Context: an optimization exercise on an open-source flow, tuned for small area and a short achievable clock period. The choices shown serve that exercise and are no tape-out recipe. At most, simulation tests tie the RTL to the original design; equivalence was not proved. Only the layout flow was run in run 6; the RTL was not checked for function there. Power figures rest on the tool's default switching activity, not on a simulated workload.

$ cat flow/run.sh
#!/bin/bash
# The standard layout (standard synthesis and the ORFS steps unchanged),
# with two differences:
# - the port buffers that buffer_ports inserts are sky130_fd_sc_hd__buf_4
#   instead of the cell it picks by default (clkdlybuf4s50_1, a delay
#   cell); every input and output port still gets its own buffer;
# - repair_timing works on every path with less than 8 ns of setup slack
#   (SETUP_SLACK_MARGIN), so it sizes up the gates on the critical paths.
#   The clock period and the constraints are the standard flow's own.
# make's output goes to standard.log; ORFS keeps each step's log under
# orfs/logs.
set -euo pipefail
export BUFFER_PORTS_ARGS="-buffer_cell sky130_fd_sc_hd__buf_4"
export SETUP_SLACK_MARGIN=8
bash standard.sh > standard.log 2>&1
$ cat standard.sh
#!/bin/bash
# synth_recipe.tcl (not shown) runs the flow's synth.tcl, then flattens the netlist and writes it again
# the make line also repeats each setting of config.mk as NAME=value (left out here)
make -C /OpenROAD-flow-scripts/flow DESIGN_CONFIG=/design/flow/config.mk WORK_HOME=/design/flow/orfs CLKGATE_MAP_FILE= SYNTH_SCRIPT=/design/flow/synth_recipe.tcl "${@:-finish}"
$ cat config.mk
export PLATFORM = sky130hd
export DESIGN_NAME = pocsag_rx
export DESIGN_NICKNAME = pocsag_rx
export VERILOG_FILES = /design/flow/design.v
export SDC_FILE = /design/flow/constraint.sdc
export NUM_CORES = 4
export LEC_CHECK = 0
export CAP_MARGIN = 20
export CORE_MARGIN = 2
export CORE_UTILIZATION = 48
export CTS_BUF_LIST = sky130_fd_sc_hd__clkbuf_8
export PLACE_DENSITY = 0.75
export SLEW_MARGIN = 20
export SYNTH_HIERARCHICAL = 1
$ cat constraint.sdc
create_clock -name core_clock -period 12.0 [get_ports {clk}]
set_input_delay 2.4000 -clock core_clock [delete_from_list [all_inputs] [get_ports {clk}]]
set_output_delay 2.4000 -clock core_clock [all_outputs]
set_load 0.01 [all_outputs]
$ cat design.v
module slc_upd (
    input  wire        v,
    input  wire        vg,         
    input  wire        l,
    input  wire [22:0] magp,
    input  wire [24:0] c,
    input  wire [15:0] s,
    input  wire [15:0] q,
    input  wire        ci,
    input  wire        sg,
    input  wire        c7,         
    output wire [22:0] magp_n,
    output wire [24:0] c_n,
    output wire [24:0] rs,
    output wire [24:0] rk
);
    wire [15:0] mv = magp[22:7] & {16{vg}};
    wire [15:0] x  = ~q & {16{vg}};
    wire [8:0]  ah = x[15:7];
    wire [24:0] sa, ka;
    csa_row #(.W(25)) u_ra (
        .x (~c),
        .y ({{3{s[15]}}, s, 6'd0}),
        .z ({{9{q[15]}}, q}),
        .s (sa),
        .k (ka)
    );
    wire [24:0] kx = {ka[23:0], ci};
    wire [16:0] ch;
    wire [15:0] kq;
    assign ch[0] = 1'b0;
    genvar i;
    generate
        for (i = 0; i < 16; i = i + 1) begin : g_q
            if (i < 9) begin : g_4
                c42 u_c (.a(mv[i]), .b(ah[i]), .c(sa[i]), .d(kx[i]), .ci(ch[i]),
                         .co(ch[i+1]), .s(rs[i]), .k(kq[i]));
            end else begin : g_3
                c42z u_c (.a(mv[i]), .c(sa[i]), .d(kx[i]), .ci(ch[i]),
                          .co(ch[i+1]), .s(rs[i]), .k(kq[i]));
            end
        end
    endgenerate
    wire [24:16] hk;
    csa_row #(.W(1)) u_f16 (.x(sa[16]), .y(kx[16]), .z(ch[16]), .s(rs[16]), .k(hk[16]));
    generate
        for (i = 17; i < 25; i = i + 1) begin : g_h
            cl_x2  u_s (.a(sa[i]), .b(kx[i]), .y(rs[i]));
            cl_and u_k (.a(sa[i]), .b(kx[i]), .y(hk[i]));
        end
    endgenerate
    assign rk = {hk[23:16], kq, c7};
    wire [24:0] rsum;
    pfx_add #(.W(25)) u_c (.x(rs), .y(rk), .ci(1'b0), .s(rsum));
    slc_magp u_m (.magp(magp), .x(x), .sg(sg), .mv(mv), .c7(c7), .magp_n(magp_n));
    assign c_n = (v & l) ? {2'b00, magp_n} : ~rsum;
endmodule
module slc_magp (
    input  wire [22:0] magp,
    input  wire [15:0] x,
    input  wire        sg,
    input  wire [15:0] mv,
    input  wire        c7,
    output wire [22:0] magp_n
);
    wire [22:0] s1, k1, s2, k2;
    wire [22:0] k1x = {k1[21:0], ~c7};
    genvar i;
    generate
        for (i = 0; i < 23; i = i + 1) begin : g_r
            if (i < 9) begin : g_1f
                wire h;
                cl_x2   u_h (.a(magp[i]), .b(x[i]), .y(h));
                cl_xn2  u_s (.a(h), .b(x[i+7]), .y(s1[i]));
                cl_majn u_k (.a(magp[i]), .b(x[i]), .cn(x[i+7]), .y(k1[i]));
            end else if (i < 16) begin : g_1o
                cl_xn2 u_s (.a(magp[i]), .b(x[i]), .y(s1[i]));
                cl_or  u_k (.a(magp[i]), .b(x[i]), .y(k1[i]));
            end else begin : g_1c
                cl_inv u_s (.a(magp[i]), .y(s1[i]));
                assign k1[i] = magp[i];
            end
            if (i < 16) begin : g_2f
                wire h;
                cl_x2   u_h (.a(s1[i]), .b(k1x[i]), .y(h));
                cl_xn2  u_s (.a(h), .b(mv[i]), .y(s2[i]));
                cl_majn u_k (.a(s1[i]), .b(k1x[i]), .cn(mv[i]), .y(k2[i]));
            end else begin : g_2o
                cl_xn2 u_s (.a(s1[i]), .b(k1x[i]), .y(s2[i]));
                cl_or  u_k (.a(s1[i]), .b(k1x[i]), .y(k2[i]));
            end
        end
    endgenerate
    pfx_add #(.W(23)) u_a (.x(s2), .y({k2[21:0], sg}), .ci(1'b1), .s(magp_n));
endmodule
module slc_dec (
    input  wire [15:0] s,
    input  wire [24:0] rs,
    input  wire [24:0] rk,
    input  wire        dv,
    input  wire        in_pre,
    input  wire        in_sync,
    input  wire        m0,
    input  wire        m1,
    input  wire        sm,
    output wire        b_n,        
    output wire        pre_dn,
    output wire        sync_dn
);
    wire        sg = s[15];
    wire [24:0] xs = {{3{sg}}, s, 6'd0};
    wire [24:0] qs = {{9{1'b1}}, s ^ {16{~sg}}};
    wire [24:0] t;
    wire [25:0] ch;            
    assign ch[0] = 1'b0;
    genvar i;
    generate
        for (i = 0; i < 25; i = i + 1) begin : g_c
            if (i < 6) begin : g_z
                c42zt u_c (.a(rs[i]), .c(rk[i]), .e(s[i]), .sg(sg), .co(ch[i+1]), .t(t[i]));
            end else if (i < 16) begin : g_m
                c42ts u_c (.a(rs[i]), .b(rk[i]), .c(s[i-6]), .e(s[i]), .sg(sg),
                           .co(ch[i+1]), .t(t[i]));
            end else begin : g_f
                c42t1 u_c (.a(rs[i]), .b(rk[i]), .c(xs[i]), .co(ch[i+1]), .t(t[i]));
            end
        end
    endgenerate
    wire [23:0] g, p;
    generate
        for (i = 0; i < 24; i = i + 1) begin : g_pg
            if (i == 0) begin : g_0
                pg0 u_p (.t(t[0]), .c(ch[0]), .k(~sg), .g(g[0]), .p(p[0]));
            end else if (i < 17) begin : g_i
                pgk u_p (.t(t[i]), .c(ch[i]), .tp(t[i-1]), .cp(ch[i-1]), .dp(qs[i-1]),
                         .g(g[i]), .p(p[i]));
            end else begin : g_i1
                pgk1 u_p (.t(t[i]), .c(ch[i]), .tp(t[i-1]), .cp(ch[i-1]), .g(g[i]), .p(p[i]));
            end
        end
    endgenerate
    wire glo, ghin, phin, c24;
    pfx_gtree_gp #(.W(16)) u_tl (.g(g[15:0]), .p(p[15:0]), .co(glo), .po());
    pfx_gtree_gp #(.W(8))  u_th (.g(g[23:16]), .p(p[23:16]), .co(ghin), .po(phin));
    cl_node #(.PI(1), .PJ(0)) u_tj (.gi(ghin), .pi(phin), .gj(glo), .pj(1'b0), .go(c24), .po());
    wire tt;                   
    top24 u_top (.t(t[24]), .c(ch[24]), .tp(t[23]), .cp(ch[23]), .y(tt));
    wire pa = dv & in_pre  & (tt ? m1 : m0);
    wire pb = dv & in_pre  & (tt ? m0 : m1);
    wire sa = dv & in_sync & sm & ~tt;
    wire sb = dv & in_sync & sm &  tt;
    cl_muxi u_b  (.s(c24), .a(~tt), .b(tt), .y(b_n));
    cl_muxi u_pf (.s(c24), .a(pb), .b(pa), .y(pre_dn));
    cl_muxi u_sf (.s(c24), .a(sb), .b(sa), .y(sync_dn));
endmodule
module c42t (
    input  wire a, input wire b, input wire c, input wire d,
    output wire co, output wire t
);
    wire ab, cd;
    cl_x2  u_ab (.a(a), .b(b), .y(ab));
    cl_x2  u_cd (.a(c), .b(d), .y(cd));
    cl_x2  u_t  (.a(ab), .b(cd), .y(t));
    cl_maj u_co (.a(a), .b(b), .c(c), .y(co));
endmodule
module c42ts (
    input  wire a, input wire b, input wire c, input wire e, input wire sg,
    output wire co, output wire t
);
    wire ab, abs_, ce;
    cl_x2  u_ab (.a(a), .b(b), .y(ab));
    cl_xn2 u_as (.a(ab), .b(sg), .y(abs_));
    cl_x2  u_ce (.a(c), .b(e), .y(ce));
    cl_x2  u_t  (.a(abs_), .b(ce), .y(t));
    cl_maj u_co (.a(a), .b(b), .c(c), .y(co));
endmodule
module c42zt (
    input  wire a, input wire c, input wire e, input wire sg,
    output wire co, output wire t
);
    wire ac, acs;
    cl_x2  u_ac (.a(a), .b(c), .y(ac));
    cl_xn2 u_as (.a(ac), .b(sg), .y(acs));
    cl_x2  u_t  (.a(acs), .b(e), .y(t));
    cl_and u_co (.a(a), .b(c), .y(co));
endmodule
module pgk (
    input  wire t, input wire c, input wire tp, input wire cp, input wire dp,
    output wire g, output wire p
);
    wire sm = t ^ c;
    wire kp = tp ? cp : dp;
    assign g = sm & kp;
    assign p = sm | kp;
endmodule
module pg0 (
    input  wire t, input wire c, input wire k,
    output wire g, output wire p
);
    wire sm = t ^ c;
    assign g = sm & k;
    assign p = sm | k;
endmodule
module top24 (
    input  wire t, input wire c, input wire tp, input wire cp,
    output wire y
);
    assign y = t ^ c ^ (~tp | cp);
endmodule
module pgk1 (
    input  wire t, input wire c, input wire tp, input wire cp,
    output wire g, output wire p
);
    wire sm = t ^ c;
    wire kp = ~tp | cp;
    assign g = sm & kp;
    assign p = sm | kp;
endmodule
module c42t1 (
    input  wire a, input wire b, input wire c,
    output wire co, output wire t
);
    wire ab;
    cl_x2  u_ab (.a(a), .b(b), .y(ab));
    cl_xn2 u_t  (.a(ab), .b(c), .y(t));
    cl_maj u_co (.a(a), .b(b), .c(c), .y(co));
endmodule
module pfx_gtree_gp #(
    parameter W = 8
) (
    input  wire [W-1:0] g,
    input  wire [W-1:0] p,
    output wire         co,
    output wire         po
);
    localparam L = $clog2(W);
    localparam N = 1 << L;
    wire [N*(L+1)-1:0] G, P;
    genvar i, k;
    generate
        for (i = 0; i < N; i = i + 1) begin : g_pg
            if (i < W) begin : g_bi
                assign G[i] = g[i];
                assign P[i] = p[i];
            end else begin : g_pad
                assign G[i] = 1'b0;
                assign P[i] = 1'b1;
            end
        end
        for (k = 0; k < L; k = k + 1) begin : g_lvl
            for (i = 0; i < (N >> (k + 1)); i = i + 1) begin : g_n
                if (k % 2 == 0) begin : g_a
                    cl_gpa u_c (.g(G[k*N+2*i+1]), .p(P[k*N+2*i+1]), .gl(G[k*N+2*i]), .pl(P[k*N+2*i]),
                                .gn(G[(k+1)*N+i]), .pn(P[(k+1)*N+i]));
                end else begin : g_o
                    cl_gpo u_c (.gn(G[k*N+2*i+1]), .pn(P[k*N+2*i+1]), .gln(G[k*N+2*i]), .pln(P[k*N+2*i]),
                                .g(G[(k+1)*N+i]), .p(P[(k+1)*N+i]));
                end
            end
        end
    endgenerate
    assign co = G[L*N];
    assign po = P[L*N];
endmodule
module c42s (
    input  wire a, input wire b, input wire c, input wire e, input wire sg,
    input  wire d, input wire ci,
    output wire co, output wire s, output wire k
);
    wire ab, abs_, ce, t;
    cl_x2  u_ab (.a(a), .b(b), .y(ab));
    cl_xn2 u_as (.a(ab), .b(sg), .y(abs_));
    cl_x2  u_ce (.a(c), .b(e), .y(ce));
    cl_x2  u_t  (.a(abs_), .b(ce), .y(t));
    cl_maj u_co (.a(a), .b(b), .c(c), .y(co));
    cl_x2  u_s  (.a(t), .b(ci), .y(s));
    cl_mux u_k  (.s(t), .a(d), .b(ci), .y(k));
endmodule
module c42zs (
    input  wire a, input wire c, input wire e, input wire sg, input wire d,
    input  wire ci,
    output wire co, output wire s, output wire k
);
    wire ac, acs, t;
    cl_x2  u_ac (.a(a), .b(c), .y(ac));
    cl_xn2 u_as (.a(ac), .b(sg), .y(acs));
    cl_x2  u_t  (.a(acs), .b(e), .y(t));
    cl_and u_co (.a(a), .b(c), .y(co));
    cl_x2  u_s  (.a(t), .b(ci), .y(s));
    cl_mux u_k  (.s(t), .a(d), .b(ci), .y(k));
endmodule
module c42z (
    input  wire a, input wire c, input wire d, input wire ci,
    output wire co, output wire s, output wire k
);
    wire cd, t;
    cl_x2  u_cd (.a(c), .b(d), .y(cd));
    cl_x2  u_t  (.a(a), .b(cd), .y(t));
    cl_and u_co (.a(a), .b(c), .y(co));
    cl_x2  u_s  (.a(t), .b(ci), .y(s));
    cl_mux u_k  (.s(t), .a(d), .b(ci), .y(k));
endmodule
module c42 (
    input  wire a, input wire b, input wire c, input wire d, input wire ci,
    output wire co, output wire s, output wire k
);
    wire ab, cd, t;
    cl_x2  u_ab (.a(a), .b(b), .y(ab));
    cl_x2  u_cd (.a(c), .b(d), .y(cd));
    cl_x2  u_t  (.a(ab), .b(cd), .y(t));
    cl_maj u_co (.a(a), .b(b), .c(c), .y(co));
    cl_x2  u_s  (.a(t), .b(ci), .y(s));
    cl_mux u_k  (.s(t), .a(d), .b(ci), .y(k));
endmodule
module pfx_add #(
    parameter W = 8
) (
    input  wire [W-1:0] x,
    input  wire [W-1:0] y,
    input  wire         ci,
    output wire [W-1:0] s
);
    localparam L = $clog2(W);
    function integer pol(input integer k, input integer i);
        integer m, n;
        begin
            n = 0;
            for (m = 0; m < k; m = m + 1)
                n = n + ((i >> m) & 1);
            pol = n % 2;
        end
    endfunction
    wire [W*(L+1)-1:0] G, P;
    genvar i, k;
    generate
        for (i = 0; i < W; i = i + 1) begin : g_pg
            if (i == 0) begin : g_b0
                cl_maj u_g (.a(x[0]), .b(y[0]), .c(ci), .y(G[0]));
                assign P[0] = 1'b0;
            end else begin : g_bi
                cl_pg u_pg (.a(x[i]), .b(y[i]), .g(G[i]), .p(P[i]));
            end
        end
        for (k = 0; k < L; k = k + 1) begin : g_lvl
            for (i = 0; i < W; i = i + 1) begin : g_n
                if ((i >> k) & 1) begin : g_op
                    localparam integer J = ((i >> k) << k) - 1;
                    cl_node #(.PI(pol(k, i)), .PJ(pol(k, J))) u_c (
                        .gi (G[k*W+i]), .pi (P[k*W+i]), .gj (G[k*W+J]), .pj (P[k*W+J]),
                        .go (G[(k+1)*W+i]), .po (P[(k+1)*W+i]));
                end else begin : g_pass
                    assign G[(k+1)*W+i] = G[k*W+i];
                    assign P[(k+1)*W+i] = P[k*W+i];
                end
            end
        end
        for (i = 0; i < W; i = i + 1) begin : g_s
            wire h;
            cl_x2 u_h (.a(x[i]), .b(y[i]), .y(h));
            if (i == 0) begin : g_s0
                cl_x2 u_s (.a(h), .b(ci), .y(s[0]));
            end else if (pol(L, i - 1)) begin : g_sn
                cl_xn2 u_s (.a(h), .b(G[L*W+i-1]), .y(s[i]));
            end else begin : g_sp
                cl_x2 u_s (.a(h), .b(G[L*W+i-1]), .y(s[i]));
            end
        end
    endgenerate
endmodule
module pfx_gtree #(
    parameter W = 8
) (
    input  wire [W-1:0] x,
    input  wire [W-1:0] y,
    input  wire         ci,
    output wire         co
);
    localparam L = $clog2(W);
    localparam N = 1 << L;
    wire [N*(L+1)-1:0] G, P;
    genvar i, k;
    generate
        for (i = 0; i < N; i = i + 1) begin : g_pg
            if (i == 0) begin : g_b0
                cl_maj u_g (.a(x[0]), .b(y[0]), .c(ci), .y(G[0]));
                assign P[0] = 1'b0;
            end else if (i < W) begin : g_bi
                cl_pg u_pg (.a(x[i]), .b(y[i]), .g(G[i]), .p(P[i]));
            end else begin : g_pad
                assign G[i] = 1'b0;
                assign P[i] = 1'b1;
            end
        end
        for (k = 0; k < L; k = k + 1) begin : g_lvl
            for (i = 0; i < (N >> (k + 1)); i = i + 1) begin : g_n
                if (k % 2 == 0) begin : g_a
                    cl_gpa u_c (.g(G[k*N+2*i+1]), .p(P[k*N+2*i+1]), .gl(G[k*N+2*i]), .pl(P[k*N+2*i]),
                                .gn(G[(k+1)*N+i]), .pn(P[(k+1)*N+i]));
                end else begin : g_o
                    cl_gpo u_c (.gn(G[k*N+2*i+1]), .pn(P[k*N+2*i+1]), .gln(G[k*N+2*i]), .pln(P[k*N+2*i]),
                                .g(G[(k+1)*N+i]), .p(P[(k+1)*N+i]));
                end
            end
        end
    endgenerate
    assign co = G[L*N];
    assign po = P[L*N];
endmodule
module csa_row #(
    parameter W = 8
) (
    input  wire [W-1:0] x,
    input  wire [W-1:0] y,
    input  wire [W-1:0] z,
    output wire [W-1:0] s,
    output wire [W-1:0] k
);
    genvar i;
    generate
        for (i = 0; i < W; i = i + 1) begin : g_b
            wire h;
            cl_x2  u_h (.a(x[i]), .b(y[i]), .y(h));
            cl_x2  u_s (.a(h), .b(z[i]), .y(s[i]));
            cl_maj u_k (.a(x[i]), .b(y[i]), .c(z[i]), .y(k[i]));
        end
    endgenerate
endmodule
module cl_inv (input wire a, output wire y);
    assign y = ~a;
endmodule
module cl_x2 (input wire a, input wire b, output wire y);
    assign y = a ^ b;
endmodule
module cl_xn2 (input wire a, input wire b, output wire y);
    assign y = ~(a ^ b);
endmodule
module cl_mux (input wire s, input wire a, input wire b, output wire y);
    assign y = s ? b : a;
endmodule
module cl_muxi (input wire s, input wire a, input wire b, output wire y);
    assign y = ~(s ? b : a);
endmodule
module cl_node #(
    parameter PI = 0,
    parameter PJ = 0
) (
    input  wire gi, input wire pi, input wire gj, input wire pj,
    output wire go, output wire po
);
    wire gi_t = PI ? ~gi : gi;
    wire pi_t = PI ? ~pi : pi;
    wire gj_t = PJ ? ~gj : gj;
    wire pj_t = PJ ? ~pj : pj;
    wire g_t  = gi_t | (pi_t & gj_t);
    wire p_t  = pi_t & pj_t;
    assign go = PI ? g_t : ~g_t;
    assign po = PI ? p_t : ~p_t;
endmodule
module cl_and (input wire a, input wire b, output wire y);
    assign y = a & b;
endmodule
module cl_or (input wire a, input wire b, output wire y);
    assign y = a | b;
endmodule
module cl_majn (input wire a, input wire b, input wire cn, output wire y);
    assign y = (a & b) | (a & ~cn) | (b & ~cn);
endmodule
module cl_maj (input wire a, input wire b, input wire c, output wire y);
    assign y = (a & b) | (a & c) | (b & c);
endmodule
module cl_pg (input wire a, input wire b, output wire g, output wire p);
    assign g = a & b;
    assign p = a | b;
endmodule
module cl_gpa (input wire g, input wire p, input wire gl, input wire pl,
               output wire gn, output wire pn);
    assign gn = ~(g | (p & gl));
    assign pn = ~(p & pl);
endmodule
module cl_gpo (input wire gn, input wire pn, input wire gln, input wire pln,
               output wire g, output wire p);
    assign g = ~(gn & (pn | gln));
    assign p = ~(pn | pln);
endmodule
module pocsag_bch (
    input  wire [31:0] cw_in,
    output reg  [31:0] cw_out,
    output reg         fail
);
    localparam [32*11-1:0] SYN_TAB = {
        11'h769, 11'h3B5, 11'h1DB, 11'h785, 11'h3C3, 11'h689, 11'h345, 11'h1A3,
        11'h7B9, 11'h3DD, 11'h1EF, 11'h79F, 11'h4A7, 11'h53B, 11'h5F5, 11'h2FB,
        11'h615, 11'h30B, 11'h6ED, 11'h377, 11'h6D3, 11'h401, 11'h201, 11'h101,
        11'h081, 11'h041, 11'h021, 11'h011, 11'h009, 11'h005, 11'h003, 11'h001
    };
    reg [10:0] syn;
    reg [31:0] flip;
    integer p;
    always @* begin
        syn = 11'd0;
        for (p = 0; p < 32; p = p + 1)
            if (cw_in[p])
                syn = syn ^ SYN_TAB[p*11 +: 11];
        flip = 32'd0;
        for (p = 0; p < 32; p = p + 1)
            if (syn == SYN_TAB[p*11 +: 11])
                flip[p] = 1'b1;
        cw_out = cw_in ^ flip;
        fail   = (syn != 11'd0) && (flip == 32'd0);
    end
endmodule
module pocsag_rx (
    input  wire        clk,
    input  wire        rst,
    input  wire        in_valid,
    input  wire [15:0] in_sample,
    output wire        pre_found,
    output wire        sync_found,
    output wire        out_valid,
    output wire [3:0]  out_index,
    output wire [31:0] out_word,
    output wire        out_fail,
    output wire        out_addr
);
    localparam [31:0] SYNC_WORD = 32'h7CD215D8;
    localparam [1:0] S_PRE   = 2'd0,
                     S_SYNC  = 2'd1,
                     S_BATCH = 2'd2;
    wire        acc = in_valid & ~rst;
    wire        sg  = in_sample[15];
    reg  [1:0]  icnt;          
    reg         v_r;           
    reg         vg_r;          
    reg         l_r;           
    reg  [15:0] s_r;           
    reg  [15:0] q_r;           
    reg         ci_r;          
    reg         c7_r;          
    reg         sg_r;          
    reg  [22:0] magp;
    reg  [24:0] c_r;
    wire [15:0] x_in = in_sample ^ {16{sg}};    
    wire [22:0] magp_n;
    wire [24:0] c_n;
    wire [24:0] rs_n, rk_n;
    slc_upd u_upd (
        .v      (v_r),
        .vg     (vg_r),
        .l      (l_r),
        .magp   (magp),
        .c      (c_r),
        .s      (s_r),
        .q      (q_r),
        .ci     (ci_r),
        .sg     (sg_r),
        .c7     (c7_r),
        .magp_n (magp_n),
        .c_n    (c_n),
        .rs     (rs_n),
        .rk     (rk_n)
    );
    always @(posedge clk) begin
        l_r  <= (icnt == 2'd3);
        vg_r <= acc;
        s_r  <= acc ? in_sample : 16'd0;
        q_r  <= acc ? (in_sample ^ {16{~sg}}) : 16'd0;
        ci_r <= acc & ~sg;
        c7_r <= acc & ({1'b0, magp_n[6:0]} + {1'b0, x_in[6:0]} + {7'd0, sg} > 8'd127);
        sg_r <= acc & sg;
        if (rst) begin
            icnt <= 2'd0;
            v_r  <= 1'b0;
            magp <= 23'd0;
            c_r  <= 25'd0;
        end else begin
            if (in_valid)
                icnt <= icnt + 2'd1;
            v_r  <= in_valid;
            magp <= magp_n;
            c_r  <= c_n;
        end
    end
    reg  [1:0]   state;
    reg  [31:0]  sr;           
    reg  [31:0]  xr;           
    reg  [511:0] fq;           
    wire in_pre   = (state == S_PRE);
    wire in_sync  = (state == S_SYNC);
    wire in_batch = (state == S_BATCH);
    reg  m0_r, m1_r;           
    reg  sm_r;                 
    wire b_n, pre_dn, sync_dn;
    wire dv = acc & (icnt == 2'd3);
    slc_dec u_dec (
        .s       (in_sample),
        .rs      (rs_n),
        .rk      (rk_n),
        .dv      (dv),
        .in_pre  (in_pre),
        .in_sync (in_sync),
        .m0      (m0_r),
        .m1      (m1_r),
        .sm      (sm_r),
        .b_n     (b_n),
        .pre_dn  (pre_dn),
        .sync_dn (sync_dn)
    );
    reg bv_r, b_rn, pre_rn, sync_rn;
    always @(posedge clk) begin
        bv_r    <= dv;
        b_rn    <= b_n;
        pre_rn  <= pre_dn;
        sync_rn <= sync_dn;
    end
    wire b_r = ~b_rn;
    assign pre_found  = ~pre_rn;
    assign sync_found = ~sync_rn;
    reg  [9:0] pheld;
    reg  [9:0] ptrans;
    wire       pfull   = (pheld == 10'd576);
    wire       held    = (pheld != 10'd0);
    wire       t_sub   = pfull & (fq[511] ^ fq[479]);
    wire       inc0    = held &  sr[0];
    wire       inc1    = held & ~sr[0];
    wire       nfull   = pfull | (pheld == 10'd575);
    wire       ge518   = (ptrans >= 10'd518);
    wire       ge519   = (ptrans >= 10'd519);
    wire       ge520   = (ptrans >= 10'd520);
    reg  [4:0] scnt;
    reg  [3:0] widx;
    always @(posedge clk) begin
        m0_r <= nfull & ((inc0 & ~t_sub) ? ge518 : (~inc0 & t_sub) ? ge520 : ge519);
        m1_r <= nfull & ((inc1 & ~t_sub) ? ge518 : (~inc1 & t_sub) ? ge520 : ge519);
        sm_r <= (scnt == 5'd31) && (sr[30:0] == SYNC_WORD[31:1]);
    end
    wire inc  = b_r ? inc1 : inc0;
    wire pm_r = b_r ? m1_r : m0_r;
    reg        start_r;
    reg        ovalid;
    reg  [3:0] oidx;
    reg        ofail, oaddr;
    wire push     = bv_r & in_batch & (scnt == 5'd31);
    wire complete = push & (widx == 4'd15);
    wire load     = start_r | (ovalid & (oidx != 4'd15));
    wire [31:0] head = fq[511:480];
    wire [31:0] corr;
    wire        cfail;
    pocsag_bch u_bch (
        .cw_in  (head),
        .cw_out (corr),
        .fail   (cfail)
    );
    always @(posedge clk) begin
        if (rst) begin
            start_r <= 1'b0;
            ovalid  <= 1'b0;
        end else begin
            start_r <= complete;
            ovalid  <= load;
        end
        if (load) begin
            oidx  <= start_r ? 4'd0 : oidx + 4'd1;
            ofail <= cfail;
            oaddr <= ~head[31];
        end
    end
    wire [31:0] fq_in;
    genvar j;
    generate
        for (j = 0; j < 32; j = j + 1) begin : g_in
            if (j == 0) begin : g0
                assign fq_in[j] = in_pre ? xr[31] : b_r;
            end else begin : gj
                assign fq_in[j] = in_pre ? fq[15*32 + j - 1] : sr[j-1];
            end
        end
    endgenerate
    wire fq_en = (bv_r & in_pre) | push | load;
    always @(posedge clk) begin
        if (bv_r)
            sr <= {sr[30:0], b_r};
        if (in_pre) begin
            if (bv_r)
                xr <= {xr[30:0], sr[31]};
        end else if (load) begin
            xr <= corr;
        end
        if (fq_en)
            fq <= {fq[479:0], fq_in};
    end
    always @(posedge clk) begin
        if (rst) begin
            state  <= S_PRE;
            pheld  <= 10'd0;
            ptrans <= 10'd0;
            scnt   <= 5'd0;
            widx   <= 4'd0;
        end else if (bv_r) begin
            case (state)
                S_PRE: begin
                    if (pm_r) begin
                        pheld  <= 10'd0;
                        ptrans <= 10'd0;
                        scnt   <= 5'd0;
                        state  <= S_SYNC;
                    end else begin
                        if (!pfull)
                            pheld <= pheld + 10'd1;
                        if (inc & ~t_sub)
                            ptrans <= ptrans + 10'd1;
                        else if (~inc & t_sub)
                            ptrans <= ptrans - 10'd1;
                    end
                end
                S_SYNC: begin
                    if (sm_r & ~b_r) begin
                        scnt  <= 5'd0;
                        widx  <= 4'd0;
                        state <= S_BATCH;
                    end else if (scnt != 5'd31) begin
                        scnt <= scnt + 5'd1;
                    end
                end
                S_BATCH: begin
                    scnt <= scnt + 5'd1;
                    if (scnt == 5'd31) begin
                        widx <= widx + 4'd1;
                        if (widx == 4'd15)
                            state <= S_SYNC;
                    end
                end
                default: state <= S_PRE;
            endcase
        end
    end
    assign out_valid = ovalid;
    assign out_index = oidx;
    assign out_word  = xr;
    assign out_fail  = ofail;
    assign out_addr  = oaddr;
endmodule
==> reports/qor.yml, run 1 <==
status: "complete, no violations"
tns_ns: 0
avgSynthCellArea_um2: 13.35
cts_hold_buf: 0
critical_path.cell_chain: "buf_16 > xnor2_1 > xor2_1 > xnor2_1 > nor2b_1 > a21oi_2 > o21ai_2 > a21oi_2 > o21ai_2 > inv_2 > o21ai_4 > mux2i_1"
antenna_found_initial: 1
cp_num_buf_inv: 2
cp_top_family: "compound AO/OA/AOI/OAI gates"
cts_made_buffers: 108
whs_ns: 0.3988
p_per_area_mw_per_mm2: 234.7
grt_pass1_vias: 18540
p_switching_uw: 3304
finalNonFillerCells: 3633
min_path_type: "reg -> reg"
hpwl_um: 42520
tightest_slew_ns: 0.9482
drive_gt1_share_pct: 22.73
grt_remaining_overflow: 0
finalCritPeriodShare_pct: 32.51
max_stage_delay_ns: 0.30
period_needed_ns: 3.901
clk_pin_slew_ns: 0.08
ys_warn_count: 8
start_util_pct: 48.44
crit_type: "in -> reg"
die_y_um: 266.9
area_growth_pct: 13.05
cts.sinks: 710
p_int_uw: 5496
io_pins: 60
cts_tree: "yes"
cts_max_level: 3
setup_viol: 0
rows: 96
post-place-cells: 3406
fin_worst_skew_ns: 0.03806
die_area_mm2: 0.07122
combPwrFrac_pct: 46.0
grt_pass1_wl_um: 99020
seq_power_share_pct: 31.7
wl_per_cell_um: 17.63
first_iter_violations: 1157
rsz0062_at_grt: "true"
slew_viol_final: 0
drc_errors: 0
antenna_left: 0
cp_max_fo: 30
relSlewSlack_pct: 36.79
port_buffers: 59
hold_violations: 0
via_per_inst: 5.124
end_kind: "flip-flop"
die_w_um: 266.9
p_sw_share_pct: 37.54
crit_slowest_cell: "xor2_1"
grt_max_degree: 205
power.leakage_uw: 0.01357
dr.pass1.iters: 7
syn_inst: 2485
worst_setup_path_start_kind: "primary input"
core_mm2: 0.06847
synth_area_mm2: 0.03317
clkLatencyLatePin_ns: 0.73
routed_wl_um: 64040
vdd_drop_max_v: 0.0002038
critPathRequiredTime_ns: 12.63
routabilityCongestion: 0.8587
clock_power_share_pct: 22.2
arrival_ns: 4.53
grt_usage_pct: 17.70
fmax_mhz: 256.4
root_buffer: "clkbuf_8"
maxCapViolCount: 0
num_vias: 18620
cts_max_path_buffers: 3
nNetsFinal: 2708
-- registers in the layout (all words and copies together) (netlist names), 4 cells and up --
register	flops
q_r	16
ptrans	10
oidx	4
pheld	10
s_r	16
widx	4
xr	32
c_r	25
scnt	5
sr	32
magp	23
fq	512
-- metrics by stage --
step                      setup WS [ns]  instance area, µm²  power (µW)  util (%)
after CTS                         8.000               36970        8699     54.00
after global placement            6.975               34700        6529     50.69
final                             8.099               37500        8800     54.77
after global routing              7.885               37500        9382     54.77
after floorplan                   5.692               33300        5988         -
after detailed placement          6.813               34700        6660     50.69
-- power groups by stage --
stage	combinational, µW	clock, µW	sequential (µW)
global placement	3680	0	2850
global route	4450	2130	2800
finish	4050	1960	2790
CTS	3870	2030	2790
detailed placement	3810	0	2850
floorplan	3160	0	2820
-- final timing paths --
check | cells past startpoint | slack, ns | endpoint | from
worst max-delay path | 12 | 8.10 | pre_rn | in_sample[15]
worst min-delay path | 0 | 0.40 | fq[419] | fq[387]
worst max register to register | 18 | 8.14 | pre_rn | c_r[13]
worst min register to register | 0 | 0.40 | fq[419] | fq[387]
-- timing repair --
item | CTS | global route
pin swaps | 0 | 33
resized for setup | 33 | 46
endpoints found under the setup margin | 214 | 201
gates cloned | 0 | 2
setup buffers | 0 | 27
-- cells in the final DEF, fill, tap and decap left out, drive strengths merged, types with 25 or more instances in the layout --
| cell type | n |
|---|---|
| a21oi | 97 |
| and2 | 107 |
| buf | 95 |
| clkbuf | 111 |
| clkinv | 40 |
| dfxtp | 128 |
| edfxtp | 582 |
| ha | 25 |
| inv | 150 |
| maj3 | 79 |
| mux2 | 84 |
| mux2i | 28 |
| nand2 | 118 |
| nand3 | 43 |
| nor2 | 120 |
| nor2b | 92 |
| o21ai | 86 |
| or2 | 61 |
| xnor2 | 226 |
| xor2 | 321 |
-- routing by layer --
metal	routed length [µm]	up-vias	global-route usage (%)
li1	-	8968	-
met1	28890	9113	23.75
met2	30310	414	28.73
met3	2942	122	2.860
met4	1899	0	7.227
met5	0	-	0
-- final cells by class --
| cell class | instances | area, µm² |
|---|---|---|
| clock buffers | 110 | 1514 |
| clock inverters | 87 | 604.3 |
| inverters | 113 | 424.2 |
| diodes | 1 | 2.502 |
| repair buffers | 96 | 793.3 |
| multi-input cells | 1634 | 13010 |
| well taps | 882 | 1104 |
| fillers | 5543 | 30970 |
| flip-flops and latches | 710 | 20040 |
==> run 2: changes to the inputs <==
--- a/config.mk
+++ b/config.mk
@@ -8,5 +8,5 @@
 export CAP_MARGIN = 20
 export CORE_MARGIN = 2
-export CORE_UTILIZATION = 48
+export CORE_UTILIZATION = 35
 export CTS_BUF_LIST = sky130_fd_sc_hd__clkbuf_8
 export PLACE_DENSITY = 0.75
==> run 2 against run 1 <==
Critical endpoint is now xr[28]. Core utilization decreased by 14 points. First-iteration DRC count increased by 8.2%. Still clean on timing, DRC and antenna. Register-to-register slack about the same. Via count decreased by 1.4%. Sequential cell count unchanged. Wire length decreased by 3.4%. Clock power decreased by 6%. Setup slack improved by 0.039 ns.
==> reports/qor.yml, run 2 <==
hold_violations: 0  # unchanged
arrival_ns: 4.34  # -0.19 ns
setup_viol: 0  # unchanged
p_switching_uw: 3162  # -4.3%
port_buffers: 59  # unchanged
vdd_drop_max_v: 0.0001740  # -15%
area.sequential_mm2: 0.02004  # about the same
maxCapViolCount: 0  # unchanged
power.leakage_uw: 0.01353  # -0.29%
via_per_inst: 4.590  # -10%
rsz0062_at_grt: "false"
core_mm2: 0.09361  # +37%
drc_errors: 0  # unchanged
grt_remaining_overflow: 0  # unchanged
fmax_mhz: 259.0  # +1.0%
largest-register: "fq"
cts_max_level: 3  # unchanged
fin_worst_skew_ns: 0.04958  # +0.01152 ns
cp_max_fo: 6  # -80%
rows: 112  # +17%
grt_pass1_vias: 17920  # -3.4%
hpwl_um: 41080  # -3.4%
worstReg2RegStart: "fq[491]"
slew_viol_final: 0  # unchanged
wl_per_cell_um: 15.48  # -12%
p_int_uw: 5379  # -2.1%
root_buffer: "clkbuf_8"
synth_area_mm2: 0.03317  # unchanged
crit_end: "xr[28]"
worst_r2r_endpoint: "xr[28]"
seq_power_share_pct: 32.7  # +1.0 points
antenna_left: 0  # unchanged
p_per_area_mw_per_mm2: 226.2  # -3.6%
clk_pin_slew_ns: 0.06  # -0.02 ns
fin_total_pwr_uw: 8541  # -3.0%
reg.largest.list: "fq (512), sr (32), xr (32)"
multiInputGateArea_mm2: 0.01291  # -0.75%
period_needed_ns: 3.861  # -0.03946 ns
relSlewSlack_pct: 25.21  # -12 points
critPathRequiredTime_ns: 12.48  # -0.15 ns
cts_hold_buf: 0  # unchanged
cts_made_buffers: 106  # -1.9%
avgSynthCellArea_um2: 13.35  # unchanged
clock_power_share_pct: 21.6  # -0.6 points
nNetsFinal: 2709  # +0.037%
first_iter_violations: 1252  # +8.2%
start_util_pct: 35.43  # -13 points
mostFrequentLayoutCell: "edfxtp_1"
area_growth_pct: 13.83
r2r_cells: 9  # -9
drive_gt1_share_pct: 22.02  # -0.71 points
worst_setup_path_start_kind: "flip-flop"
reg2reg_slack_ns: 8.14  # about the same
fill_cells: 8609  # +55%
min_path_type: "reg -> reg"
routabilityCongestion: 0.8580  # about the same
antenna_found_initial: 6  # +5
tns_ns: 0  # unchanged
ys_warn_count: 8  # unchanged
cts_tree: "yes"
clkLatencyLatePin_ns: 0.73  # about the same
status: "complete, no violations"
dr.pass1.iters: 9  # +2
die_w_um: 311.8  # +17%
p_sw_share_pct: 37.02  # -0.52 points
grt_usage_pct: 12.52  # -5.2 points
io_pins: 60  # unchanged
final_cell_mix: "edfxtp_1, xor2_1, xnor2_1"
syn_inst: 2485  # unchanged
crit_path_start: "fq[491]"
grt_max_degree: 215  # +4.9%
crit_type: "reg -> reg"
largest_reg_flops: 512  # unchanged
die_area_mm2: 0.09724  # +37%
cts.sinks: 710  # unchanged
num_vias: 18360  # -1.4%
finalCritPeriodShare_pct: 32.18  # -0.33 points
end_kind: "flip-flop"
die_y_um: 311.8  # +17%
tightest_slew_ns: 1.122  # +0.1737 ns
grt_pass1_wl_um: 96610  # -2.4%
cts_max_path_buffers: 3  # unchanged
combPwrFrac_pct: 45.8  # -0.2 points
routed_wl_um: 61890  # -3.4%
==> run 2: worst min-delay path by stage <==
stage | slack (ns) | startpoint | cells after the start | endpoint
CTS | 0.39 | fq[167] | 0 | fq[199]
detailed placement | 0.40 | fq[70] | 0 | fq[102]
finish | 0.38 | fq[176] | 0 | fq[208]
floorplan | 0.40 | fq[68] | 0 | fq[100]
global placement | 0.40 | fq[244] | 0 | fq[276]
global route | 0.40 | fq[167] | 0 | fq[199]
==> run 2: final cells by class <==
| cell class | instances | share of cell area, % |
|---|---|---|
| sequential | 710 | 53.08 |
| tap | 1254 | 4.156 |
| clock inverter | 76 | 1.236 |
| multi-input combinational | 1633 | 34.20 |
| clock buffer | 111 | 4.046 |
| timing repair buffer | 100 | 2.147 |
| inverter | 113 | 1.123 |
| antenna | 2 | 0.01326 |
==> run 2: critical path, stage by stage (launching register included) <==
cell,delay [ns]
edfxtp_1,0.61
xnor2_2,0.43
xnor2_1,0.14
xnor2_1,0.27
xnor3_2,0.54
mux2i_2,0.23
or2_2,0.38
nor3_1,0.51
xor2_1,0.18
mux2_2,0.30
==> run 2: power by group through the flow <==
| stage | clock, µW | combinational, µW | sequential, µW |
|---|---|---|---|
| 5_1_grt | 2000 | 4340 | 2800 |
| 3_3_place_gp | 0 | 3710 | 2840 |
| 4_1_cts | 1900 | 3830 | 2790 |
| 3_5_place_dp | 0 | 3770 | 2840 |
| 2_1_floorplan | 0 | 3160 | 2820 |
| 6_report | 1840 | 3910 | 2790 |
==> run 2: what timing repair did <==
item,in CTS,in global routing
buffers inserted,4,25
resized for setup,26,33
endpoints found under the setup margin,28,23
pin swaps,0,14
==> run 2: metrics by stage <==
stage	worst slack [ns]	cell area, µm²	std cells	hold WS, ns	util, %
detailed placement	7.130	35200	3780	0.4045	37.60
global route	8.013	37750	3998	0.4031	40.33
global placement	7.183	35200	3780	0.4003	37.60
CTS	7.979	37340	3971	0.3853	39.89
floorplan	5.692	33300	2502	0.4003	-
finish	8.139	37760	3999	0.3804	40.33
==> run 2: layer usage <==
layer	up-vias	share of wire, %	GRT usage [%]	wire [µm]
met5	-	0	0	0
met4	0	2.3	4.065	1400
met3	108	4.8	2.649	2968
met2	364	48	20.55	29720
met1	8916	45	16.50	27800
li1	8967	-	-	-
==> run 3: changes to the inputs <==
--- a/config.mk
+++ b/config.mk
@@ -8,5 +8,5 @@
 export CAP_MARGIN = 20
 export CORE_MARGIN = 2
-export CORE_UTILIZATION = 35
+export CORE_UTILIZATION = 40
 export CTS_BUF_LIST = sky130_fd_sc_hd__clkbuf_8
 export PLACE_DENSITY = 0.75
==> run 3 against run 2 <==
Still clean. Setup slack gained 0.032 ns. Combinational power is essentially flat. Worst hold slack is essentially flat. Via count shrank 0.67%. Core utilization grew 5.2 points. Clock skew grew 0.0031 ns. Global-route usage grew 1.7 points. Critical endpoint is now out_word[31]. Largest cell class unchanged.
==> reports/qor.yml, run 3 <==
finalCritPeriodShare_pct: 31.91  # -0.26 points
start_util_pct: 40.39  # +5.0 points
cp_num_buf_inv: 1  # +1
worst_setup_path_start_kind: "flip-flop"
first_iter_violations: 1081  # -14%
fin_worst_skew_ns: 0.05270  # +0.003125 ns
r2r_cells: 17  # +8
cp.depth: 1  # -8
critPathRequiredTime_ns: 9.60  # -2.88 ns
grt_max_degree: 209  # -2.8%
dr.pass1.iters: 5  # -4
crit_end: "out_word[31]"
rsz0062_at_grt: "true"
mostFrequentLayoutCell: "edfxtp_1"
ys_warn_count: 8  # unchanged
worst_r2r_endpoint: "pre_rn"
core_mm2: 0.08211  # -12%
die_w_um: 292.0  # -6.4%
die_y_um: 292.0  # -6.4%
num_vias: 18230  # -0.67%
root_buffer: "clkbuf_8"
tightest_slew_ns: 1.065  # -0.05700 ns
crit_path_start: "xr[31]"
reg2reg_slack_ns: 8.19  # +0.05 ns
io_pins: 60  # unchanged
fmax_mhz: 261.1  # +0.83%
rows: 105  # -6.3%
p_switching_uw: 3132  # -0.96%
syn_inst: 2485  # unchanged
via_per_inst: 4.797  # +4.5%
vdd_drop_max_v: 0.0001957  # +12%
routed_wl_um: 61100  # -1.3%
maxCapViolCount: 0  # unchanged
critical_path.cell_chain: "buf_4"
grt_remaining_overflow: 0  # unchanged
largest_reg_flops: 512  # unchanged
largest-register: "fq"
p_int_uw: 5372  # -0.12%
hold_violations: 0  # unchanged
arrival_ns: 1.43  # -2.91 ns
status: "complete, no violations"
cts_hold_buf: 0  # unchanged
cp_max_fo: 2  # -4
cts_tree: "yes"
grt_usage_pct: 14.19  # +1.7 points
power.leakage_uw: 0.01344  # -0.66%
worstReg2RegStart: "vg_r"
cts.sinks: 710  # unchanged
cts_made_buffers: 104  # -1.9%
port_buffers: 59  # unchanged
max_stage_delay_ns: 0.51  # -0.10 ns
nNetsFinal: 2698  # -0.41%
wl_per_cell_um: 16.07  # +3.9%
synth_area_mm2: 0.03317  # unchanged
cts_max_path_buffers: 3  # unchanged
grt_pass1_vias: 17890  # -0.17%
setup_viol: 0  # unchanged
cts_max_level: 3  # unchanged
crit_type: "reg -> out"
combPwrFrac_pct: 45.9  # about the same
clock_power_share_pct: 21.2  # -0.4 points
period_needed_ns: 3.830  # -0.03169 ns
post-place-cells: 3598  # -4.8%
die_area_mm2: 0.08524  # -12%
grt_pass1_wl_um: 95210  # -1.4%
drc_errors: 0  # unchanged
slew_viol_final: 0  # unchanged
hpwl_um: 41230  # +0.36%
avgSynthCellArea_um2: 13.35  # unchanged
routabilityCongestion: 0.8823  # +2.8%
cp_top_family: "flip-flops"
end_kind: "output port"
tns_ns: 0  # unchanged
p_sw_share_pct: 36.83  # -0.20 points
final_cell_mix: "edfxtp_1, xor2_1, xnor2_1"
drive_gt1_share_pct: 22.08  # +0.060 points
antenna_left: 0  # unchanged
finalNonFillerCells: 3801  # -5.0%
num_antenna_cells: 0  # -2
relSlewSlack_pct: 29.01  # +3.8 points
min_path_type: "reg -> reg"
reg.largest.list: "fq (512), sr (32), xr (32)"
crit_slowest_cell: "edfxtp_1"
clk_pin_slew_ns: 0.06  # about the same
clkLatencyLatePin_ns: 0.72  # about the same
seq_power_share_pct: 32.8  # about the same
area_growth_pct: 12.74
p_per_area_mw_per_mm2: 227.4  # +0.53%
antenna_found_initial: 4  # -2
[run 3: worst min path at each step]
| stage | from | slack [ns] | cells past startpoint | endpoint |
|---|---|---|---|---|
| after CTS | fq[244] | 0.38 | 0 | fq[276] |
| final | fq[213] | 0.38 | 0 | fq[245] |
| after detailed placement | fq[125] | 0.40 | 0 | fq[157] |
| after global routing | fq[244] | 0.39 | 0 | fq[276] |
| after global placement | fq[379] | 0.40 | 0 | fq[411] |
| after floorplan | fq[68] | 0.40 | 0 | fq[100] |
[run 3: power by group through the flow]
stage          combinational [µW]  sequential, µW  clock [µW]
3_3_place_gp                 3690            2840           0
4_1_cts                      3810            2790        1870
2_1_floorplan                3160            2820           0
3_5_place_dp                 3750            2840           0
5_1_grt                      4350            2800        1970
6_report                     3910            2790        1810
[run 3: what timing repair did]
item	in CTS	in global routing
endpoints found under the hold margin	0	0
pin swaps	0	14
cloned	0	0
endpoints found under the setup margin	116	129
setup buffers	0	19
resized for setup	27	40
[run 3: per-stage QoR]
stage	util, %	setup slack (ns)	hold slack, ns	instance area [µm²]	total power, µW
final	45.54	8.170	0.3800	37390	8504
after global routing	45.54	7.959	0.3883	37390	9123
after CTS	45.11	8.011	0.3786	37040	8475
after detailed placement	42.59	7.149	0.4045	34970	6598
after global placement	42.59	7.211	0.4002	34970	6534
after floorplan	-	5.692	0.4003	33300	5988
[run 3: metal layers]
layer | GRT usage (%) | part of all wire [%]
met5 | 0 | 0
met4 | 4.312 | 2.2
met3 | 3.334 | 5.5
met2 | 22.99 | 47
met1 | 18.92 | 45
[run 3: final cells by class]
class                      count  area, µm²
clock buffer                 110       1514
fill                        7180      44720
clock inverter                74      440.4
multi-input combinational   1633      12910
timing repair buffer          91      721.9
inverter                     113      424.2
tap                         1070       1339
sequential                   710      20040
==> run 4: changes to the inputs <==
--- a/config.mk
+++ b/config.mk
@@ -9,5 +9,5 @@
 export CORE_MARGIN = 2
 export CORE_UTILIZATION = 40
-export CTS_BUF_LIST = sky130_fd_sc_hd__clkbuf_8
+export CTS_BUF_LIST = sky130_fd_sc_hd__clkbuf_4 sky130_fd_sc_hd__clkbuf_8
 export PLACE_DENSITY = 0.75
 export SLEW_MARGIN = 20
==> run 4 against run 3 <==
Still clean. Global-route usage barely moved. Total power rose by 1.3%. Final cell count barely moved. Via count rose by 0.22%. Synthesized cell count did not move. Critical path type unchanged. Largest power group unchanged.
==> reports/qor.yml, run 4 <==
globalRouteMet1Util_pct: 18.86  # -0.057 points
grt_pass1_vias: 17890  # unchanged
top_usage_layer: "met2"
area_growth_pct: 13.12
num_vias: 18270  # +0.22%
relSlewSlack_pct: 30.78  # +1.8 points
fin_worst_skew_ns: 0.04892  # -0.003779 ns
grt_pass1_wl_um: 95270  # about the same
crit_slowest_cell: "edfxtp_1"
avgSynthCellArea_um2: 13.35  # unchanged
drive_gt1_share_pct: 23.30  # +1.2 points
grt_use_met3_pct: 3.334  # unchanged
hpwl_um: 41230  # unchanged
port_buffers: 59  # unchanged
wl_per_cell_um: 16.11  # +0.20%
cp_max_fo: 2  # unchanged
dr.pass1.iters: 5  # unchanged
reg.largest.list: "fq (512), sr (32), xr (32)"
crit_type: "reg -> out"
crit_path_start: "xr[31]"
cp.depth: 1  # unchanged
cts_tree: "yes"
status: "complete, no violations"
largest-register: "fq"
p_per_area_mw_per_mm2: 229.6  # +0.97%
finalNonFillerCells: 3800  # -0.026%
die_y_um: 292.0  # unchanged
maxCapViolCount: 0  # unchanged
first_iter_violations: 1079  # -0.19%
period_needed_ns: 3.842  # +0.01241 ns
synth_area_mm2: 0.03317  # unchanged
root_buffer: "clkbuf_8"
worstReg2RegStart: "fq[500]"
antenna_left: 0  # unchanged
finalCritPeriodShare_pct: 32.02  # +0.10 points
largest_reg_flops: 512  # unchanged
crit_end: "out_word[31]"
io_pins: 60  # unchanged
cp_top_family: "flip-flops"
power.leakage_uw: 0.01341  # -0.22%
r2r_cells: 10  # -7
clk_pin_slew_ns: 0.06  # about the same
grt_remaining_overflow: 0  # unchanged
grt_usage_pct: 14.20  # about the same
cp_num_buf_inv: 1  # unchanged
setup_viol: 0  # unchanged
antenna_found_initial: 4  # unchanged
nNetsFinal: 2697  # -0.037%
final_cell_mix: "edfxtp_1, xor2_1, xnor2_1"
slew_viol_final: 0  # unchanged
post-place-cells: 3598  # unchanged
num_antenna_cells: 0  # unchanged
max_stage_delay_ns: 0.51  # about the same
syn_inst: 2485  # unchanged
fmax_mhz: 260.3  # -0.32%
reg2reg_slack_ns: 8.18  # about the same
min_path_type: "reg -> reg"
cts.sinks: 710  # unchanged
end_kind: "output port"
rsz0062_at_grt: "true"
via_per_inst: 4.809  # +0.25%
ys_warn_count: 8  # unchanged
grt_max_degree: 209  # unchanged
cts_made_buffers: 104  # unchanged
cts_max_path_buffers: 3  # unchanged
hold_violations: 0  # unchanged
start_util_pct: 40.39  # unchanged
arrival_ns: 1.44  # about the same
die_w_um: 292.0  # unchanged
rows: 105  # unchanged
core_mm2: 0.08211  # unchanged
mostFrequentLayoutCell: "edfxtp_1"
critical_path.cell_chain: "buf_4"
critPathRequiredTime_ns: 9.60  # about the same
vdd_drop_max_v: 0.0001958  # about the same
routed_wl_um: 61210  # +0.18%
drc_errors: 0  # unchanged
worst_r2r_endpoint: "ofail"
cts_max_level: 3  # unchanged
clkLatencyLatePin_ns: 0.73  # about the same
routabilityCongestion: 0.8823  # unchanged
tns_ns: 0  # unchanged
worst_setup_path_start_kind: "flip-flop"
gr-usage-met2_pct: 23.06  # +0.070 points
die_area_mm2: 0.08524  # unchanged
tightest_slew_ns: 1.038  # -0.02662 ns
-- run 4: cell types whose count changed in the layout (fill, tap and decap cells not counted), sizes merged --
cell,before,now
inv,153,118
clkbuf,110,145
buf,91,90
-- run 4: area by class of cell --
type                            instances  area, µm²
Clock buffer                          145       1777
Multi-Input combinational cell       1633      12910
Clock inverter                         39      309.0
Inverter                              113      424.2
Timing Repair Buffer                   90      718.2
Tap cell                             1070       1339
Fill cell                            7166      44590
Sequential cell                       710      20040
-- run 4: what timing repair did --
action	in CTS	in global routing
pin swaps	0	15
endpoints found under the setup margin	116	139
hold buffers	0	0
setup buffers	0	18
gates resized for setup	27	40
-- run 4: power breakdown --
part	internal (µW)	switching [µW]	leakage [µW]
Sequential	2730	59.0	0.00629
Combinational	1730	2170	0.00602
Clock	1010	904	0.00111
-- run 4: how the worst min path moves through the flow --
stage / startpoint / to / slack (ns) / cells after the start
after detailed placement: fq[125] / fq[157] / 0.40 / 0
after floorplan: fq[68] / fq[100] / 0.40 / 0
after global placement: fq[379] / fq[411] / 0.40 / 0
after global routing: fq[244] / fq[276] / 0.39 / 0
final: fq[244] / fq[276] / 0.38 / 0
after CTS: fq[244] / fq[276] / 0.38 / 0
-- run 4: routing by layer --
layer	wire length (µm)	up-vias
met5	0	-
met3	3297	106
met4	1427	0
met1	27520	8880
met2	28970	349
li1	-	8938
-- run 4: stage by stage --
step                      power, µW  area [µm²]  util [%]  setup slack, ns  hold WS [ns]
final                          8615       37520     45.69            8.158        0.3836
after global routing           9229       37520     45.69            7.973        0.3888
after CTS                      8585       37170     45.27            8.010        0.3798
after detailed placement       6598       34970     42.59            7.149        0.4045
after global placement         6534       34970     42.59            7.211        0.4002
after floorplan                5988       33300         -            5.692        0.4003
==> run 5: changes to the inputs <==
--- a/config.mk
+++ b/config.mk
@@ -9,5 +9,5 @@
 export CORE_MARGIN = 2
 export CORE_UTILIZATION = 40
-export CTS_BUF_LIST = sky130_fd_sc_hd__clkbuf_4 sky130_fd_sc_hd__clkbuf_8
+export CTS_BUF_LIST = sky130_fd_sc_hd__clkbuf_4
 export PLACE_DENSITY = 0.75
 export SLEW_MARGIN = 20
==> run 5 against run 4 <==
Clock-buffer cell count grew 99. Via count grew 3.3%. Non-clock buffer count grew 34. Combinational power is essentially flat. Critical endpoint is now out_index[3]. Largest cell class unchanged.
==> reports/qor.yml, run 5 <==
cp_num_buf_inv: 1  # unchanged
fin_worst_skew_ns: 0.05874  # +0.009822 ns
io_pins: 60  # unchanged
grt_max_degree: 209  # unchanged
antenna_left: 0  # unchanged
rsz0062_at_grt: "true"
cts_made_buffers: 168  # +62%
hpwl_um: 41230  # unchanged
die_y_um: 292.0  # unchanged
largest-register: "fq"
grt_pass1_wl_um: 97590  # +2.4%
cts_tree: "yes"
clk_pin_slew_ns: 0.07  # about the same
slew_viol_final: 0  # unchanged
drive_gt1_share_pct: 27.08  # +3.8 points
cts.sinks: 710  # unchanged
final_util_pct: 46.41  # +0.72 points
worst_slack_ns: 7.967  # -0.1907 ns
relSlewSlack_pct: 25.62  # -5.2 points
wl_per_cell_um: 15.81  # -1.8%
fmax_mhz: 248.0  # -4.7%
routabilityCongestion: 0.8823  # unchanged
setup_viol: 0  # unchanged
num_vias: 18870  # +3.3%
largest_reg_flops: 512  # unchanged
reg.largest.list: "fq (512), sr (32), xr (32)"
cts_max_path_buffers: 3  # unchanged
avgSynthCellArea_um2: 13.35  # unchanged
maxCapViolCount: 0  # unchanged
grt_remaining_overflow: 0  # unchanged
multiInputGateArea_mm2: 0.01294  # +0.26%
grt_pass1_vias: 18610  # +4.0%
power.leakage_uw: 0.01383  # +3.1%
tightest_slew_ns: 1.116  # +0.07744 ns
start_util_pct: 40.39  # unchanged
arrival_ns: 1.63  # +0.19 ns
max_stage_delay_ns: 0.46  # -0.05 ns
end_kind: "output port"
worst_setup_path_start_kind: "flip-flop"
min_path_type: "reg -> reg"
status: "complete, no violations"
period_needed_ns: 4.033  # +0.1907 ns
port_buffers: 59  # unchanged
first_iter_violations: 1227  # +14%
via_per_inst: 4.770  # -0.81%
finalNonFillerCells: 3956  # +4.1%
place_ws_ns: 7.149  # unchanged
cp_top_family: "flip-flops"
cts_max_level: 4  # +1
crit_type: "reg -> out"
ys_warn_count: 8  # unchanged
root_buffer: "clkbuf_4"
vdd_drop_max_v: 0.0002014  # +2.9%
rows: 105  # unchanged
clkLatencyLatePin_ns: 1.00  # +0.27 ns
tns_ns: 0  # unchanged
core_mm2: 0.08211  # unchanged
p_per_area_mw_per_mm2: 228.4  # -0.53%
area_growth_pct: 14.90
area.sequential_mm2: 0.02005  # about the same
routed_wl_um: 62550  # +2.2%
hold_violations: 0  # unchanged
syn_inst: 2485  # unchanged
drc_errors: 0  # unchanged
finalCritPeriodShare_pct: 33.61  # +1.6 points
crit_slowest_cell: "edfxtp_1"
grt_usage_pct: 14.65  # +0.44 points
mostFrequentLayoutCell: "edfxtp_1"
die_area_mm2: 0.08524  # unchanged
cp_max_fo: 3  # +1
fill_cells: 7175  # +0.13%
final_cell_mix: "edfxtp_1, xor2_1, clkbuf_4"
critPathRequiredTime_ns: 9.60  # about the same
die_w_um: 292.0  # unchanged
antenna_found_initial: 7  # +3
synth_area_mm2: 0.03317  # unchanged
nNetsFinal: 2795  # +3.6%
dr.pass1.iters: 5  # unchanged
critical_path.cell_chain: "buf_6"
post-place-cells: 3598  # unchanged
-- run 5: area by class of cell --
| class | count | share of cell area [%] |
|---|---|---|
| sequential | 710 | 52.60 |
| timing repair buffer | 124 | 2.909 |
| tap | 1070 | 3.513 |
| clock buffer | 244 | 4.806 |
| antenna | 9 | 0.05910 |
| multi-input combinational | 1633 | 33.96 |
| inverter | 113 | 1.113 |
| clock inverter | 53 | 1.041 |
-- run 5: metrics by stage --
stage	hold slack, ns	instance area (µm²)	total power (µW)
floorplan	0.4003	33300	5988
global placement	0.4002	34970	6534
detailed placement	0.4045	34970	6598
CTS	0.3399	37560	8668
global route	0.3499	38110	9366
finish	0.3646	38110	8705
-- run 5: per-layer routing --
metal | vias up | wire, µm | track usage (%)
met5 | - | 0 | 0
met4 | 0 | 1564 | 5.959
met3 | 112 | 3737 | 4.011
met2 | 440 | 29480 | 23.39
met1 | 9072 | 27770 | 18.84
li1 | 9245 | - | -
-- run 5: where the power goes --
| part | switching [µW] | internal, µW | leakage, µW |
|---|---|---|---|
| Combinational | 2170 | 1750 | 0.00624 |
| Clock | 953 | 1030 | 0.00131 |
| Sequential | 59.3 | 2730 | 0.00629 |
| Total | 3190 | 5520 | 0.0138 |
-- run 5: worst paths after layout --
check	from	endpoint	slack [ns]	cells after the start
worst max-delay path	oidx[3]	out_index[3]	7.97	1
worst min-delay path	fq[213]	fq[245]	0.36	0
worst max register to register	fq[500]	ofail	8.16	10
worst min register to register	fq[213]	fq[245]	0.36	0
-- run 5: repair_timing --
action                     CTS  global route
hold endpoints to repair     0             0
setup buffers               13            39
pin swaps                    0            18
setup endpoints to repair  155           152
gates cloned                 0             0
gates resized for setup     64            48
hold buffers                 0             0
==> run 6: changes to the inputs <==
--- a/design.v
+++ b/design.v
@@ -659,9 +659,7 @@
             ovalid  <= load;
         end
-        if (load) begin
-            oidx  <= start_r ? 4'd0 : oidx + 4'd1;
-            ofail <= cfail;
-            oaddr <= ~head[31];
-        end
+        oidx  <= start_r ? 4'd0 : oidx + 4'd1;
+        ofail <= cfail;
+        oaddr <= ~head[31];
     end
     wire [31:0] fq_in;
@@ -683,5 +681,5 @@
             if (bv_r)
                 xr <= {xr[30:0], sr[31]};
-        end else if (load) begin
+        end else begin
             xr <= corr;
         end
--- a/config.mk
+++ b/config.mk
@@ -9,6 +9,5 @@
 export CORE_MARGIN = 2
 export CORE_UTILIZATION = 40
-export CTS_BUF_LIST = sky130_fd_sc_hd__clkbuf_4
-export PLACE_DENSITY = 0.75
+export CTS_BUF_LIST = sky130_fd_sc_hd__clkbuf_8
 export SLEW_MARGIN = 20
 export SYNTH_HIERARCHICAL = 1
==> run 6 against run 5 <==
Synthesized area shrank 0.43%. Non-clock buffer count shrank 20. Clock power grew 8%. Clock skew shrank 0.0083 ns. Register-to-register slack is essentially flat. Sequential share of layout area is essentially flat. Critical path depth grew 11. Wire length grew 3.2%.
==> reports/qor.yml, run 6 <==
status: "complete, no violations"
cp_top_family: "compound AO/OA/AOI/OAI gates"
cp_num_buf_inv: 2  # +1
reg.largest.list: "fq (512), sr (32), xr (32)"
grt_usage_pct: 15.14  # +0.49 points
synth_area_mm2: 0.03303  # -0.43%
final_cell_mix: "edfxtp_1, xor2_1, xnor2_1"
die_w_um: 291.3  # -0.21%
critPathRequiredTime_ns: 12.65  # +3.05 ns
cp_max_fo: 30  # +27
area_growth_pct: 15.00  # about the same
grt_max_degree: 196  # -6.2%
critical_path.cell_chain: "buf_16 > xnor2_1 > xor2_1 > xnor2_1 > nor2b_1 > a21oi_2 > o21ai_2 > a21oi_2 > o21ai_2 > inv_2 > o21ai_4 > mux2i_1"
drive_gt1_share_pct: 23.63  # -3.4 points
fin_worst_skew_ns: 0.05047  # -0.008277 ns
end_kind: "flip-flop"
fmax_mhz: 257.9  # +4.0%
io_pins: 60  # unchanged
port_buffers: 59  # unchanged
hpwl_um: 42280  # +2.5%
min_path_type: "reg -> reg"
crit_type: "in -> reg"
rsz0062_at_grt: "true"
root_buffer: "clkbuf_8"
cts_max_level: 3  # -1
ys_warn_count: 8  # unchanged
start_util_pct: 40.29  # -0.11 points
nNetsFinal: 2714  # -2.9%
grt_pass1_vias: 18960  # +1.9%
cts.sinks: 710  # unchanged
core_mm2: 0.08198  # -0.16%
placed_area_mm2: 0.03482  # -0.43%
die_y_um: 291.3  # -0.21%
vdd_drop_max_v: 0.0001334  # -34%
cts_hold_buf: 0  # unchanged
num_vias: 18380  # -2.6%
antenna_left: 0  # unchanged
max_stage_delay_ns: 0.32  # -0.14 ns
cts_max_path_buffers: 3  # unchanged
p_per_area_mw_per_mm2: 238.7  # +4.5%
syn_inst: 2475  # -0.40%
antenna_found_initial: 1  # -6
cts_made_buffers: 113  # -33%
tightest_slew_ns: 1.141  # +0.02578 ns
tns_ns: 0  # unchanged
mostFrequentLayoutCell: "edfxtp_1"
die_area_mm2: 0.08488  # -0.42%
first_iter_violations: 1176  # -4.2%
grt_pass1_wl_um: 102600  # +5.2%
setup_viol: 0  # unchanged
wl_per_cell_um: 16.84  # +6.5%
routed_wl_um: 64570  # +3.2%
cts_tree: "yes"
final_area_mm2: 0.03798  # -0.34%
largest_reg_flops: 512  # unchanged
relSlewSlack_pct: 23.90  # -1.7 points
grt_remaining_overflow: 0  # unchanged
power.leakage_uw: 0.01359  # -1.7%
period_needed_ns: 3.878  # -0.1553 ns
drc_errors: 0  # unchanged
crit_slowest_cell: "xor2_1"
routabilityCongestion: 0.8281  # -6.1%
finalCritPeriodShare_pct: 32.31  # -1.3 points
reg2reg_slack_ns: 8.16  # about the same
final_util_pct: 46.33  # -0.086 points
maxCapViolCount: 0  # unchanged
rows: 105  # unchanged
slew_viol_final: 0  # unchanged
arrival_ns: 4.53  # +2.90 ns
via_per_inst: 4.795  # +0.53%
worst_setup_path_start_kind: "primary input"
dr.pass1.iters: 5  # unchanged
hold_violations: 0  # unchanged
largest-register: "fq"
clkLatencyLatePin_ns: 0.72  # -0.28 ns
clk_pin_slew_ns: 0.06  # about the same
avgSynthCellArea_um2: 13.34  # about the same
[run 6: stage by stage]
| stage | total power, µW | hold WS (ns) | instances | setup slack [ns] |
|---|---|---|---|---|
| 2_1_floorplan | 5998 | 0.4003 | 2492 | 5.689 |
| 3_3_place_gp | 6560 | 0.4013 | 3588 | 6.885 |
| 3_5_place_dp | 6667 | 0.4045 | 3588 | 6.734 |
| 4_1_cts | 8964 | 0.3761 | 3801 | 8.002 |
| 5_1_grt | 9714 | 0.3877 | 3834 | 7.902 |
| 6_report | 9065 | 0.3853 | 3834 | 8.122 |
[run 6: routing by layer]
layer  track usage [%]  part of all wire, %  vias up
li1                  -                    -     8940
met5                 0                    0        -
met3             2.497                  3.8      114
met2             24.47                   47      312
met4             5.557                  2.7        0
met1             20.55                   46     9018
[run 6: layout make-up]
cell class / instances / area [µm²]
diodes: 1 / 2.502
clock buffers: 116 / 1597
clock inverters: 93 / 788.3
fillers: 7391 / 44000
inverters: 115 / 431.7
multi-input cells: 1625 / 12970
flip-flops and latches: 710 / 19990
well taps: 1070 / 1339
repair buffers: 104 / 863.3
[run 6: report_power, final]
part	switching (µW)	total, µW	internal (µW)
combinational	2300	4110	1810
clock	971	2150	1180
sequential	65.9	2800	2740
[run 6: worst paths after layout]
check	start	end	cells after the start
max	in_sample[15]	sync_rn	12
min reg2reg	fq[34]	fq[66]	0
min	fq[34]	fq[66]	0
max reg2reg	vg_r	sync_rn	18
[run 6: what timing repair did]
action | 4_1_cts | 5_1_grt
resized for setup | 38 | 50
hold endpoints to repair | 0 | 0
endpoints found under the setup margin | 29 | 24
buffers inserted | 4 | 31
pin swaps | 2 | 47
cloned | 0 | 1

what the ideal ports hide:
How much do the figures lean on ideal ports? The routed layouts below were timed once more, with nothing changed but the port constraints.
Step 1: set_driving_cell puts a clkbuf_16 on clk and a buf_2 on each other input, an assumption about the parent block.
Step 2 also shifts input and output timing later by t, the mid clock arrival at the registers, as if the neighbouring blocks saw the same clock.
a / b / c = no drivers / after step 1 / after step 2; a / b = the first two.
run | t (ns) | slack for setup (ns) | worst setup path after step 2 | clock arrival spread, ns
run 1 | 0.766 | 8.099 / 8.011 / 7.246 | input to register | 0.042 / 0.041
run 2 | 0.778 | 8.139 / 8.139 / 7.417 | input to register | 0.065 / 0.066
run 3 | 0.751 | 8.170 / 8.114 / 7.433 | input to register | 0.061 / 0.062
run 4 | 0.755 | 8.158 / 8.101 / 7.432 | input to register | 0.057 / 0.056
run 5 | 1.032 | 7.967 / 7.909 / 7.242 | input to register | 0.072 / 0.072
run 6 | 0.758 | 8.122 / 8.011 / 7.254 | input to register | 0.053 / 0.053
After both steps setup and hold are still met in every run listed. For run 6, which loses most, drivers alone change the setup slack by -0.111 ns; drivers and shift together by -0.868 ns.
